Background: an optimization exercise with open tools, aiming at small area, a short achievable clock period and few clock cycles per item. Do not read the settings as production practice. Where RTL was checked, it was by simulation tests only, not by an equivalence proof against the original. Power figures rest on the tool's default switching activity, not on a simulated workload.

## wacs_locate
module wacs_locate (
    input  wire        clk,
    input  wire        rst,
    input  wire        cmd_valid,
    output wire        cmd_ready,
    input  wire [8:0]  cmd_kb,
    input  wire [15:0] cmd_len,
    input  wire        s_valid,
    output wire        s_ready,
    input  wire [63:0] s_phase,
    input  wire [63:0] s_mask,
    output reg         res_valid,
    output wire [1:0]  res_code,
    output wire [15:0] res_k0,
    output wire [15:0] res_first,
    output wire [15:0] res_peak
);
Size: roughly 1700 cells after synthesis, ~210 I/O pins.
==> flow/config.mk <==
export PLATFORM = sky130hd
export DESIGN_NAME = wacs_locate
export DESIGN_NICKNAME = wacs_locate
export VERILOG_FILES = /design/flow/design.v
export SDC_FILE = /design/flow/constraint.sdc
export NUM_CORES = 4
export LEC_CHECK = 0
export CAP_MARGIN = 20
export CORE_MARGIN = 2
export CORE_UTILIZATION = 60
export CTS_BUF_LIST = sky130_fd_sc_hd__clkbuf_8
export SLEW_MARGIN = 20
==> flow/constraint.sdc <==
create_clock -name core_clock -period 11.0 [get_ports {clk}]
set_input_delay 2.2000 -clock core_clock [delete_from_list [all_inputs] [get_ports {clk}]]
set_output_delay 2.2000 -clock core_clock [all_outputs]
set_load 0.01 [all_outputs]
standard.sh (not shown) runs the stock make flow with config.mk's settings and CLKGATE_MAP_FILE= SYNTH_SCRIPT=/design/flow/synth_recipe.tcl, a recipe that flattens the netlist after the stock synthesis.
==> flow/flow/run.sh <==
#!/bin/bash
# Standard layout, with timing repair aimed below the clock period.
set -euo pipefail
bash standard.sh finish SETUP_SLACK_MARGIN=7.6 > make_finish.log 2>&1
==> next run, changes <==
- CORE_UTILIZATION: 60 -> 40
- CTS_BUF_LIST: sky130_fd_sc_hd__clkbuf_8 -> not set
After rerunning:
- cell count rose by a little under a tenth
- wire length went up by a few percent
- sequential power hardly moves
- combinational power stays flat
- cell area went up slightly
- total power increases by a few percent
- utilization went down by 25 points
- global-route usage is lower by 7.4 points
- clock skew drops by 0.025 ns
- maximum frequency drops by a few percent
- hold slack improved by 0.012 ns
No run of this note included a check of the RTL's function; only the layout flow was run.

## MS
Another version of the RTL of wacs_locate (not shown whole).
For scale: about 210 I/O pins, about 27,000 sq um of cells after synthesis.
==> flow/config.mk <==
export PLATFORM = sky130hd
export DESIGN_NAME = wacs_locate
export DESIGN_NICKNAME = wacs_locate
export VERILOG_FILES = /design/flow/design.v
export SDC_FILE = /design/flow/constraint.sdc
export NUM_CORES = 4
export LEC_CHECK = 0
export CAP_MARGIN = 20
export CORE_MARGIN = 2
export CORE_UTILIZATION = 40
export SLEW_MARGIN = 20
==> flow/constraint.sdc <==
create_clock -name core_clock -period 11.0 [get_ports {clk}]
set_input_delay 2.2000 -clock core_clock [delete_from_list [all_inputs] [get_ports {clk}]]
set_output_delay 2.2000 -clock core_clock [all_outputs]
set_load 0.01 [all_outputs]
run.sh (not shown) runs the stock make flow with config.mk's settings and CLKGATE_MAP_FILE= SYNTH_SCRIPT=/design/flow/synth_recipe.tcl, a recipe that flattens the netlist after the stock synthesis.
Stock flow here: none of the scripts above is used.
Modified inputs, JK compared to MS
==> flow/flow/run.sh (new file) <==
#!/bin/bash
# Standard layout, with timing repair aimed below the clock period.
set -euo pipefail
bash standard.sh finish SETUP_SLACK_MARGIN=7.6 > make_finish.log 2>&1
==> flow/standard.sh (new file) <==
#!/bin/bash
# synth_recipe.tcl (not shown) runs the flow's synth.tcl, then flattens the netlist and writes it again
# the make line also repeats each setting of config.mk as NAME=value (left out here)
make -C /OpenROAD-flow-scripts/flow DESIGN_CONFIG=/design/flow/config.mk WORK_HOME=/design/flow/orfs CLKGATE_MAP_FILE= SYNTH_SCRIPT=/design/flow/synth_recipe.tcl "${@:-finish}"
removed: flow/run.sh
Findings:
Across MS and JK, the outcome is the same: a clean finish for every run. [compare] base=MS new=JK: worst hold slack across all endpoints grew by 0.0032 ns, count of cells resized by post-cts repair grew by 265. Maximum frequency (higher): JK. Final worst setup slack delta (JK − MS): favourable. The run with more routed wire is MS, not JK.
No functional check of the RTL was part of any run of this note.

raven:
wacs_locate, a different RTL version from the one above (not shown whole).
For scale: about 1,800 cells after synthesis, roughly 210 I/O pins.
==> flow/config.mk <==
export PLATFORM = sky130hd
export DESIGN_NAME = wacs_locate
export DESIGN_NICKNAME = wacs_locate
export VERILOG_FILES = /design/flow/design.v
export SDC_FILE = /design/flow/constraint.sdc
export NUM_CORES = 4
export LEC_CHECK = 0
export CAP_MARGIN = 20
export CORE_MARGIN = 2
export CORE_UTILIZATION = 40
export CTS_CLUSTER_DIAMETER = 70
export CTS_CLUSTER_SIZE = 25
export SLEW_MARGIN = 20
==> flow/constraint.sdc <==
create_clock -name core_clock -period 11.0 [get_ports {clk}]
set_input_delay 2.2000 -clock core_clock [delete_from_list [all_inputs] [get_ports {clk}]]
set_output_delay 2.2000 -clock core_clock [all_outputs]
set_load 0.01 [all_outputs]
standard.sh (not shown) runs the stock make flow with config.mk's settings and CLKGATE_MAP_FILE= SYNTH_SCRIPT=/design/flow/synth_recipe.tcl, a recipe that flattens the netlist after the stock synthesis.
==> flow/flow/run.sh <==
#!/bin/bash
# Standard layout, with timing repair aimed below the clock period,
# minimum-size input buffers and buf_4 output buffers.
set -euo pipefail
bash standard.sh finish SETUP_SLACK_MARGIN=7.6 \
    "BUFFER_PORTS_ARGS=-inputs -buffer_cell sky130_fd_sc_hd__buf_1" \
    "POST_GLOBAL_PLACE_TCL=$PWD/flow/outbuf.tcl" > make_finish.log 2>&1
==> flow/flow/outbuf.tcl <==
# After global placement: a buffer on every output port (the inputs got
# theirs before placement).
buffer_ports -outputs -buffer_cell sky130_fd_sc_hd__buf_4
raven: full flow OK, the timing, DRC and antenna checks passed
Testbench counts of raven, summed over its fixed seeds: cycles 134,876, items 134,660.
Input-level comparison between ember and raven:
==> flow/flow/run.sh <==
#!/bin/bash
# Standard layout, with timing repair aimed below the clock period and
# minimum-size port buffers (timing repair resizes the ones that matter).
set -euo pipefail
bash standard.sh finish SETUP_SLACK_MARGIN=7.8 \
    "BUFFER_PORTS_ARGS=-buffer_cell sky130_fd_sc_hd__buf_1" > make_finish.log 2>&1
removed: flow/flow/outbuf.tcl
Notes after the runs:
Peak ir drop on the vdd network was higher in the run labelled raven.
The vertical extent of the die on ember is in line with that on raven.
| cell area | higher: ember |
On non-clock buffer count, the higher figure sits with ember, not raven.
ember vs raven: fmax up slightly
ember finished every stage and its layout cleared the timing, DRC and antenna checks.

wacs_locate again, from the RTL that the note above started with.
export LEC_CHECK = 0
export CAP_MARGIN = 20
export CORE_MARGIN = 2
export CORE_UTILIZATION = 55
export CTS_CLUSTER_DIAMETER = 70
export CTS_CLUSTER_SIZE = 25
export SLEW_MARGIN = 20
create_clock -name core_clock -period 11.0 [get_ports {clk}]
==> flow/flow/run.sh <==
#!/bin/bash
# Standard layout, with timing repair aimed below the clock period and
# minimum-size port buffers (timing repair resizes the ones that matter).
set -euo pipefail
bash standard.sh finish SETUP_SLACK_MARGIN=7.6 \
    "BUFFER_PORTS_ARGS=-buffer_cell sky130_fd_sc_hd__buf_1" > make_finish.log 2>&1
The first run completed with no timing, DRC or antenna violations.
Testbench counts at the start, summed over its fixed seeds: cycles 134,876, items 134,660.
Rerun with:
==> flow/flow/run.sh (replaced) <==
#!/bin/bash
# Standard layout, with timing repair aimed below the clock period,
# minimum-size port buffers (timing repair resizes the ones that matter) and
# a clock tree of clkbuf_8 leaves under a clkbuf_16 root.
set -euo pipefail
bash standard.sh finish SETUP_SLACK_MARGIN=7.6 \
    "BUFFER_PORTS_ARGS=-buffer_cell sky130_fd_sc_hd__buf_1" \
    "CTS_ARGS=-sink_clustering_enable -repair_clock_nets -sink_clustering_size 16 -sink_clustering_max_diameter 50 -buf_list sky130_fd_sc_hd__clkbuf_8 -root_buf sky130_fd_sc_hd__clkbuf_16" \
    > make_finish.log 2>&1
--- a/flow/config.mk
+++ b/flow/config.mk
@@ -9,5 +9,3 @@
 export CORE_MARGIN = 2
-export CORE_UTILIZATION = 55
-export CTS_CLUSTER_DIAMETER = 70
-export CTS_CLUSTER_SIZE = 25
+export CORE_UTILIZATION = 40
 export SLEW_MARGIN = 20
Result:
- clock power goes down by about 3%
- sequential share of layout area goes down by 0.31 points
- setup slack improved by 7.7 ps

Another version of the RTL of wacs_locate (not shown whole).
Size in the first run: about 1700 cells after synthesis, ~590 flip-flops, ~210 I/O pins.
==> flow/config.mk <==
export PLATFORM = sky130hd
export DESIGN_NAME = wacs_locate
export DESIGN_NICKNAME = wacs_locate
export VERILOG_FILES = /design/flow/design.v
export SDC_FILE = /design/flow/constraint.sdc
export NUM_CORES = 4
export LEC_CHECK = 0
export CAP_MARGIN = 20
export CORE_MARGIN = 2
export CORE_UTILIZATION = 40
export CTS_CLUSTER_DIAMETER = 70
export CTS_CLUSTER_SIZE = 25
export PLACE_DENSITY = 0.9
export SLEW_MARGIN = 20
==> flow/constraint.sdc <==
create_clock -name core_clock -period 11.0 [get_ports {clk}]
set_input_delay 2.2000 -clock core_clock [delete_from_list [all_inputs] [get_ports {clk}]]
set_output_delay 2.2000 -clock core_clock [all_outputs]
set_load 0.01 [all_outputs]
==> flow/flow/run.sh <==
#!/bin/bash
# Standard layout, with timing repair aimed below the clock period and
# minimum-size port buffers (timing repair resizes the ones that matter).
set -euo pipefail
bash standard.sh finish SETUP_SLACK_MARGIN=7.6 \
    "BUFFER_PORTS_ARGS=-buffer_cell sky130_fd_sc_hd__buf_1" > make_finish.log 2>&1
The first run finished clean.
Testbench counts at the start, summed over its fixed seeds: cycles 134,876, items 134,660.
Then changed:
- CORE_UTILIZATION: 40 -> 65
- PLACE_DENSITY: 0.9 -> unset
What happened: The changed run passed the timing, DRC and antenna checks; power grows by 1.2%; final area is lower by 1.1%; core utilization climbs by 27 points; worst setup slack is worse by 0.024 ns; critical path depth does not change; clock skew rose by 0.0056 ns; sequential share of layout area goes up by 0.72 points; global-route usage rises by 8.4 points; synthesized area stays the same; routed wire length came out lower by 10%.

## what the ideal ports hide
In the flow no input, the clock included, has a driving cell. The finished layouts below were timed again as built, in two steps.
Step 1, drivers: a clkbuf_16 drives clk and a buf_2 each remaining input, both assumed.
Step 2 adds t to the input delays and takes it off the output delays; t is the mean of the earliest and latest rising clock arrival at the registers after step 1. Input paths then give back, and output paths get back, about the clock's delay inside the block.
Slacks: ideal / step 1 / step 2; pairs: ideal / step 1.
| run | t (ns) | setup WS [ns] | slew at the worst register clock pin (ns) |
|---|---|---|---|
| the first run of note 1 | 0.720 | 7.429 / 7.429 / 6.824 | 0.07 / 0.07 |
| the second run of note 1 | 0.673 | 7.340 / 7.340 / 6.814 | 0.07 / 0.07 |
| MS | 0.657 | 6.769 / 6.769 / 6.412 | 0.07 / 0.07 |
| JK | 0.656 | 7.608 / 7.546 / 7.019 | 0.06 / 0.06 |
| raven | 0.629 | 7.672 / 7.613 / 7.289 | 0.10 / 0.10 |
| ember | 0.622 | 7.700 / 7.639 / 7.271 | 0.10 / 0.10 |
| the first run of note 4 | 0.617 | 7.644 / 7.585 / 7.268 | 0.09 / 0.09 |
| the second run of note 4 | 0.627 | 7.652 / 7.596 / 7.211 | 0.10 / 0.10 |
| the first run of note 5 | 0.640 | 7.645 / 7.591 / 7.280 | 0.10 / 0.10 |
| the second run of note 5 | 0.673 | 7.620 / 7.568 / 7.210 | 0.10 / 0.10 |
After both steps setup and hold are still met in every run listed. The setup slack of the first run of note 1, which loses most, moves by 0.000 ns with the drivers and by -0.605 ns with both steps.
